Context: an optimization exercise on an open-source flow, tuned for small area. The choices shown serve that exercise and are no tape-out recipe.
In this exercise RTL edits were held to simulation tests only and were not proved equivalent to the original.

==> inputs of pepper <==
==> flow/design.v <==
module nb_engine (
    input  wire         clk,
    input  wire         rst,
    input  wire         cmd_valid,
    output wire         cmd_ready,
    input  wire [127:0] cmd_desc,
    output wire         busy,
    input  wire         src_valid,
    output wire         src_ready,
    input  wire [31:0]  src_data,
    output wire         dst_valid,
    output wire [31:0]  dst_data,
    input  wire [15:0]  cfg_wait_bound,
    input  wire         cfg_rfin_clk_low,
    output wire         bus_clk,
    output wire         bus_nrd,
    output wire         bus_start,
    output wire         bus_doe,
    output wire [7:0]   bus_dout,
    input  wire [7:0]   bus_din,
    input  wire         bus_nwait,
    output wire         irq_inhibit,
    input  wire [15:0]  owm_in,
    output wire         owm_we,
    output wire [15:0]  owm_wdata,
    output wire [1:0]   status_code,
    output wire [1:0]   status_where,
    output wire [31:0]  status_index,
    output wire [39:0]  status_addr
);
    localparam [15:0] M_BUS = 16'h01FF;
    localparam [7:0] OPC_POKE = 8'h01;
    localparam [7:0] OPC_PEEK = 8'h02;
    localparam [5:0]
        S_IDLE   = 6'd0,
        S_END    = 6'd12,
        S_NRD    = 6'd28,
        S_START  = 6'd23,
        S_DIR    = 6'd13,
        S_AWAIT  = 6'd24,
        S_CE1    = 6'd14,
        S_CE2    = 6'd31,
        S_CE3    = 6'd25,
        S_CX1    = 6'd9,
        S_CX2    = 6'd17,
        S_WWAIT  = 6'd8,
        S_R_DIR  = 6'd26,
        S_R_NRD  = 6'd20,
        S_F_CLK  = 6'd4,
        S_F_NRD  = 6'd18,
        S_F_DIR  = 6'd2,
        S_FWAIT  = 6'd16,
        S_BEAT0  = 6'd32,
        S_RBEAT0 = 6'd34;
    reg [5:0]  seq;
    reg        ph_a;           
    reg        op_peek;
    reg [39:0] a;              
    reg [31:0] rn;             
    reg [31:0] i;              
    reg        step_r;         
    reg [31:0] w;              
    reg [15:0] cn;             
    reg        clk_r, nrd_r, start_r, doe_r;
    reg [7:0]  dout_r;
    reg        st_tmo, st_con;
    reg [1:0]  st_wh;
    reg [31:0] st_index;
    reg [39:0] st_addr;
    wire [7:0]  d_opc  = cmd_desc[127:120];
    wire [23:0] d_rsv  = cmd_desc[119:96];
    wire [31:0] d_n    = cmd_desc[95:64];
    wire [39:0] d_addr = cmd_desc[39:0];
    wire        d_ok   = (d_rsv == 24'd0) && (d_opc == OPC_POKE || d_opc == OPC_PEEK);
    wire c_up;
    wire [40:0] a_cy;
    wire [32:0] i_cy;
    wire [32:0] r_cy;
    wire [16:0] c_cy;
    assign a_cy[0] = step_r;
    assign i_cy[0] = step_r;
    assign r_cy[0] = step_r;
    assign c_cy[0] = c_up;
    genvar g;
    generate
        for (g = 0; g < 40; g = g + 1) begin : g_a
            if (g == 19) begin : g_la
                assign a_cy[g+1] = a_cy[0] & (&a[19:0]);
            end else begin : g_rp
                assign a_cy[g+1] = a_cy[g] & a[g];
            end
        end
        for (g = 0; g < 32; g = g + 1) begin : g_i
            assign i_cy[g+1] = i_cy[g] & i[g];
            assign r_cy[g+1] = r_cy[g] & rn[g];
        end
        for (g = 0; g < 16; g = g + 1) begin : g_c
            assign c_cy[g+1] = c_cy[g] & cn[g];
        end
    endgenerate
    wire [39:0] a_inc  = a ^ a_cy[39:0];
    wire [31:0] i_inc  = i ^ i_cy[31:0];
    wire [31:0] rn_inc = rn ^ r_cy[31:0];
    wire [15:0] c_inc  = cn ^ c_cy[15:0];
    wire        rn_hi  = &rn[31:1];
    wire        last   = rn_hi & !rn[0];    
    wire        fin    = rn_hi & rn[0];     
    wire        pg_end = (a[7:0] == 8'hFF);
    wire timeout = (cfg_wait_bound != 16'd0) && (cn == 16'hFFFE);
    wire [5:0] rfin_first = cfg_rfin_clk_low ? S_F_CLK : S_F_NRD;
    wire       s_beat = seq[5];
    wire [2:0] beat   = seq[4:2];
    wire s_drv  = s_beat && (seq[1:0] == 2'd0);
    wire s_smp  = s_beat && (seq[1:0] == 2'd3);
    wire s_d0   = (seq == S_BEAT0);
    wire rd     = !ph_a && op_peek;
    wire idle  = (seq == S_IDLE);
    wire s_end = (seq == S_END) || ((seq == S_NRD) && ph_a && !op_peek && fin);
    wire s_cx2 = (seq == S_CX2);
    wire in_cs = (s_beat && !rd) || (seq == S_CE2) || (seq == S_CE3) || (seq == S_CX1) || s_cx2;
    wire s_wait = (seq == S_AWAIT) || (seq == S_WWAIT) || (seq == S_FWAIT);
    wire w_ld   = (seq == S_NRD) && !ph_a && src_valid;
    wire w_sh   = (s_drv && !ph_a) || s_smp;
    wire w_hold = !w_ld && !w_sh;
    wire o_drv  = s_drv && !rst;
    wire o_a0   = o_drv && ph_a && (beat == 3'd0);
    wire o_a1   = o_drv && ph_a && (beat == 3'd1);
    wire o_a2   = o_drv && ph_a && (beat == 3'd2);
    wire o_a3   = o_drv && ph_a && (beat == 3'd3);
    wire o_a4   = o_drv && ph_a && beat[2];
    wire o_w    = o_drv && !ph_a;
    wire o_hold = !s_drv && !rst;
    wire smp_last = s_smp && (beat[1:0] == 2'd3);
    wire w_go     = (seq == S_WWAIT) && bus_nwait;
    wire step     = smp_last || w_go;
    wire beat_end = ph_a ? beat[2] : (beat[1:0] == 2'd3);
    wire tmo_ev = s_wait && !bus_nwait && timeout;
    wire i_clr  = rst || idle || s_end;
    wire [31:0] i_d = i_clr ? 32'd0 : i_inc;
    wire st_we  = rst || tmo_ev || s_end || (idle && cmd_valid && !d_ok);
    assign c_up = s_wait;
    wire c_ld   = (seq == S_CE2);
    wire c_keep = c_up || (seq == S_CE3) || s_beat || (seq == S_CX1);
    assign cmd_ready    = idle;
    assign busy         = !idle;
    assign src_ready    = (seq == S_NRD) && !ph_a;
    assign dst_valid    = step_r && op_peek;
    assign dst_data     = w;
    assign bus_clk      = clk_r;
    assign bus_nrd      = nrd_r;
    assign bus_start    = start_r;
    assign bus_doe      = doe_r;
    assign bus_dout     = dout_r;
    assign irq_inhibit  = in_cs;
    assign owm_we       = s_d0 || s_cx2;
    assign owm_wdata    = s_cx2 ? ~cn : M_BUS;
    assign status_code  = {st_con, st_tmo};
    assign status_where = {st_con | (st_tmo & st_wh[1]), st_con | (st_tmo & st_wh[0])};
    assign status_index = st_index;
    assign status_addr  = st_addr & {40{st_tmo}};
    always @(posedge clk) begin
        step_r <= step && !rst;
        a  <= idle ? d_addr : a_inc;
        rn <= idle ? ~d_n : rn_inc;
        i  <= i_d;
        if (idle)
            op_peek <= (d_opc == OPC_PEEK);
        cn <= c_ld ? ~owm_in : (c_keep ? c_inc : ~cfg_wait_bound);
        w <= ({32{w_ld}} & src_data) | ({32{w_sh}} & {bus_din, w[31:8]}) | ({32{w_hold}} & w);
        dout_r <= ({8{o_a0}} & a[7:0])   | ({8{o_a1}} & a[15:8]) | ({8{o_a2}} & a[23:16]) |
                  ({8{o_a3}} & a[31:24]) | ({8{o_a4}} & a[39:32]) | ({8{o_w}} & w[7:0]) |
                  ({8{o_hold}} & dout_r);
        if (st_we)
            st_index <= i_d;
        if (tmo_ev)
            st_addr  <= a;
    end
    always @(posedge clk) begin
        if (rst) begin
            seq         <= S_IDLE;
            clk_r       <= 1'b0;
            nrd_r       <= 1'b1;
            start_r     <= 1'b0;
            doe_r       <= 1'b1;
            st_tmo      <= 1'b0;
            st_con      <= 1'b0;
            st_wh       <= 2'd0;
        end else begin
            if (tmo_ev) begin
                st_tmo <= 1'b1;
                st_con <= 1'b0;
                st_wh  <= (seq == S_AWAIT) ? 2'd0 : (seq == S_WWAIT) ? 2'd1 : 2'd2;
                seq    <= S_IDLE;
            end else if (s_beat) begin
                case (seq[1:0])
                    2'd0: begin
                        if (ph_a)
                            start_r <= (beat == 3'd0);
                        seq[1:0] <= 2'd1;
                    end
                    2'd1: begin
                        clk_r    <= 1'b1;
                        seq[1:0] <= rd ? 2'd3 : 2'd2;
                    end
                    2'd2: begin
                        clk_r <= 1'b0;
                        if (rd)
                            seq[1:0] <= 2'd1;
                        else if (beat_end)
                            seq <= S_CX1;
                        else
                            seq <= {1'b1, beat + 3'd1, 2'd0};
                    end
                    default: begin
                        if (beat[1:0] != 2'd3)
                            seq <= {1'b1, beat + 3'd1, 2'd2};
                        else
                            seq <= (!last && !pg_end) ? S_R_DIR : rfin_first;
                    end
                endcase
            end else begin
                case (seq)
                    S_IDLE: begin
                        ph_a <= 1'b1;
                        if (cmd_valid) begin
                            if (d_ok) begin
                                seq <= S_NRD;
                            end else begin
                                st_tmo <= 1'b0;
                                st_con <= 1'b1;
                            end
                        end
                    end
                    S_END: begin
                        st_tmo <= 1'b0;
                        st_con <= 1'b0;
                        seq    <= S_IDLE;
                    end
                    S_NRD: begin
                        if (s_end) begin
                            st_tmo <= 1'b0;
                            st_con <= 1'b0;
                            seq    <= S_IDLE;
                        end else if (ph_a || src_valid)
                            seq <= S_START;
                    end
                    S_START: begin if (ph_a) start_r <= 1'b1; seq <= S_DIR; end
                    S_DIR:   seq <= ph_a ? S_AWAIT : S_CE1;
                    S_AWAIT: if (bus_nwait) seq <= S_CE1;
                    S_CE1:   seq <= S_CE2;
                    S_CE2:   seq <= S_CE3;
                    S_CE3:   seq <= S_BEAT0;
                    S_CX1:   seq <= S_CX2;
                    S_CX2: begin
                        if (ph_a) begin
                            if (!op_peek) begin
                                ph_a <= 1'b0;
                                seq  <= S_NRD;
                            end else begin
                                ph_a <= 1'b0;
                                seq  <= fin ? rfin_first : S_R_DIR;
                            end
                        end else
                            seq <= S_WWAIT;
                    end
                    S_WWAIT: begin
                        if (bus_nwait) begin
                            if (last)
                                seq <= S_END;
                            else begin
                                ph_a <= pg_end;
                                seq  <= S_NRD;
                            end
                        end
                    end
                    S_R_DIR: begin doe_r <= 1'b0; seq <= S_R_NRD; end
                    S_R_NRD: begin nrd_r <= 1'b0; seq <= S_RBEAT0; end
                    S_F_CLK: begin clk_r <= 1'b0; seq <= S_F_NRD; end
                    S_F_NRD: begin nrd_r <= 1'b1; seq <= S_F_DIR; end
                    S_F_DIR: begin doe_r <= 1'b1; seq <= S_FWAIT; end
                    S_FWAIT: begin
                        if (bus_nwait) begin
                            ph_a <= 1'b1;
                            seq  <= fin ? S_END : S_NRD;
                        end
                    end
                    default: seq <= S_IDLE;
                endcase
            end
        end
    end
endmodule
==> flow/flow/run.sh <==
#!/bin/bash
# Standard layout, with the port buffers made from the smallest buffer cell,
# the synthesis buffers removed before placement, and a clock tree of
# clkbuf_8 leaf clusters without dummy loads.
set -euo pipefail
export BUFFER_PORTS_ARGS="-buffer_cell sky130_fd_sc_hd__buf_1"
export REMOVE_ABC_BUFFERS=1
export CTS_ARGS="-sink_clustering_enable -repair_clock_nets -dont_use_dummy_load -sink_clustering_size 16 -sink_clustering_max_diameter 60 -buf_list sky130_fd_sc_hd__clkbuf_8"
bash standard.sh > standard.log 2>&1
==> flow/standard.sh <==
#!/bin/bash
# synth_recipe.tcl (not shown) runs the flow's synth.tcl, then flattens the netlist and writes it again
# the make line also repeats each setting of config.mk as NAME=value (left out here)
make -C /OpenROAD-flow-scripts/flow DESIGN_CONFIG=/design/flow/config.mk WORK_HOME=/design/flow/orfs CLKGATE_MAP_FILE= SYNTH_SCRIPT=/design/flow/synth_recipe.tcl "${@:-finish}"
==> flow/config.mk <==
export PLATFORM = sky130hd
export DESIGN_NAME = nb_engine
export DESIGN_NICKNAME = nb_engine
export VERILOG_FILES = /design/flow/design.v
export SDC_FILE = /design/flow/constraint.sdc
export NUM_CORES = 4
export LEC_CHECK = 0
export CAP_MARGIN = 20
export CORE_MARGIN = 2
export CORE_UTILIZATION = 65
export SLEW_MARGIN = 20
==> flow/constraint.sdc <==
create_clock -name core_clock -period 8.0 [get_ports {clk}]
set_input_delay 1.6000 -clock core_clock [delete_from_list [all_inputs] [get_ports {clk}]]
set_output_delay 1.6000 -clock core_clock [all_outputs]
set_load 0.01 [all_outputs]
==> cedar (differences from pepper) <==
--- a/flow/design.v
+++ b/flow/design.v
@@ -33,23 +33,23 @@
     localparam [7:0] OPC_PEEK = 8'h02;
     localparam [5:0]
         S_IDLE   = 6'd0,
-        S_END    = 6'd12,
-        S_NRD    = 6'd28,
-        S_START  = 6'd23,
-        S_DIR    = 6'd13,
-        S_AWAIT  = 6'd24,
-        S_CE1    = 6'd14,
-        S_CE2    = 6'd31,
-        S_CE3    = 6'd25,
-        S_CX1    = 6'd9,
-        S_CX2    = 6'd17,
-        S_WWAIT  = 6'd8,
-        S_R_DIR  = 6'd26,
-        S_R_NRD  = 6'd20,
-        S_F_CLK  = 6'd4,
-        S_F_NRD  = 6'd18,
-        S_F_DIR  = 6'd2,
-        S_FWAIT  = 6'd16,
+        S_END    = 6'd21,
+        S_NRD    = 6'd9,
+        S_START  = 6'd22,
+        S_DIR    = 6'd8,
+        S_AWAIT  = 6'd10,
+        S_CE1    = 6'd2,
+        S_CE2    = 6'd7,
+        S_CE3    = 6'd16,
+        S_CX1    = 6'd26,
+        S_CX2    = 6'd27,
+        S_WWAIT  = 6'd19,
+        S_R_DIR  = 6'd28,
+        S_R_NRD  = 6'd11,
+        S_F_CLK  = 6'd1,
+        S_F_NRD  = 6'd4,
+        S_F_DIR  = 6'd29,
+        S_FWAIT  = 6'd3,
         S_BEAT0  = 6'd32,
         S_RBEAT0 = 6'd34;
     reg [5:0]  seq;
@@ -135,9 +135,8 @@
     wire step     = smp_last || w_go;
     wire beat_end = ph_a ? beat[2] : (beat[1:0] == 2'd3);
     wire tmo_ev = s_wait && !bus_nwait && timeout;
-    wire i_clr  = rst || idle || s_end;
-    wire [31:0] i_d = i_clr ? 32'd0 : i_inc;
     wire st_we  = rst || tmo_ev || s_end || (idle && cmd_valid && !d_ok);
+    wire tmo_st = tmo_ev && !rst;          
     assign c_up = s_wait;
     wire c_ld   = (seq == S_CE2);
     wire c_keep = c_up || (seq == S_CE3) || s_beat || (seq == S_CX1);
@@ -157,12 +156,12 @@
     assign status_code  = {st_con, st_tmo};
     assign status_where = {st_con | (st_tmo & st_wh[1]), st_con | (st_tmo & st_wh[0])};
     assign status_index = st_index;
-    assign status_addr  = st_addr & {40{st_tmo}};
+    assign status_addr  = st_addr;
     always @(posedge clk) begin
         step_r <= step && !rst;
         a  <= idle ? d_addr : a_inc;
         rn <= idle ? ~d_n : rn_inc;
-        i  <= i_d;
+        i  <= idle ? 32'd0 : i_inc;
         if (idle)
             op_peek <= (d_opc == OPC_PEEK);
         cn <= c_ld ? ~owm_in : (c_keep ? c_inc : ~cfg_wait_bound);
@@ -170,10 +169,8 @@
         dout_r <= ({8{o_a0}} & a[7:0])   | ({8{o_a1}} & a[15:8]) | ({8{o_a2}} & a[23:16]) |
                   ({8{o_a3}} & a[31:24]) | ({8{o_a4}} & a[39:32]) | ({8{o_w}} & w[7:0]) |
                   ({8{o_hold}} & dout_r);
-        if (st_we)
-            st_index <= i_d;
-        if (tmo_ev)
-            st_addr  <= a;
+        st_index <= ({32{tmo_st}} & i) | ({32{!st_we}} & st_index);
+        st_addr  <= ({40{tmo_st}} & a) | ({40{!st_we}} & st_addr);
     end
     always @(posedge clk) begin
         if (rst) begin
==> flow/flow/run.sh (replaced) <==
#!/bin/bash
# Standard layout, with the port buffers made from the smallest buffer cell,
# the synthesis buffers removed before placement, and a clock tree of
# clkbuf_8 leaf clusters without dummy loads.
set -euo pipefail
export BUFFER_PORTS_ARGS="-buffer_cell sky130_fd_sc_hd__buf_1"
export REMOVE_ABC_BUFFERS=1
export CTS_ARGS="-sink_clustering_enable -repair_clock_nets -dont_use_dummy_load -sink_clustering_size 18 -sink_clustering_max_diameter 50 -buf_list sky130_fd_sc_hd__clkbuf_8"
bash standard.sh > standard.log 2>&1
==> reports/qor.yml <==
outcome:
  outcome: "finished clean"
final_layout:
  seq_area_sq_um: 5730
  nClkBuffers: 20
global_routing:
  antenna_found_initial: 0
route:
  met1Wirelength_mm: 11.5
  route.met3.wl_mm: 2.58
critical_path:
  worstRegToRegCells: 33
# the run above: pepper

==> reports/qor.yml <==
route:
  route.met3.wl_mm: 2.29
outcome:
  outcome: "finished clean"
final_layout:
  nClkBuffers: 25
critical_path:
  worstRegToRegCells: 34
global_routing:
  antenna_found_initial: 1
# the run above: cedar

==> re-timing with driven ports <==
In the flow no input, the clock included, has a driving cell. The finished layouts below were timed again as built, in two steps.
Step 1, drivers: a clkbuf_16 drives clk and a buf_2 each remaining input, both assumed.
Step 2 adds t to the input delays and takes it off the output delays; t is the mean of the earliest and latest rising clock arrival at the registers after step 1. Input paths then give back, and output paths get back, about the clock's delay inside the block.
Slacks: ideal ports / drivers / drivers and shift; pairs: ideal ports / drivers.
run | shift t [ns] | slack for setup (ns) | worst register clock-pin slew, ns
pepper | 0.551 | 1.287 / 1.287 / 1.287 | 0.11 / 0.11
cedar | 0.570 | 1.452 / 1.452 / 1.452 | 0.10 / 0.10
After both steps setup and hold are still met in every run listed.
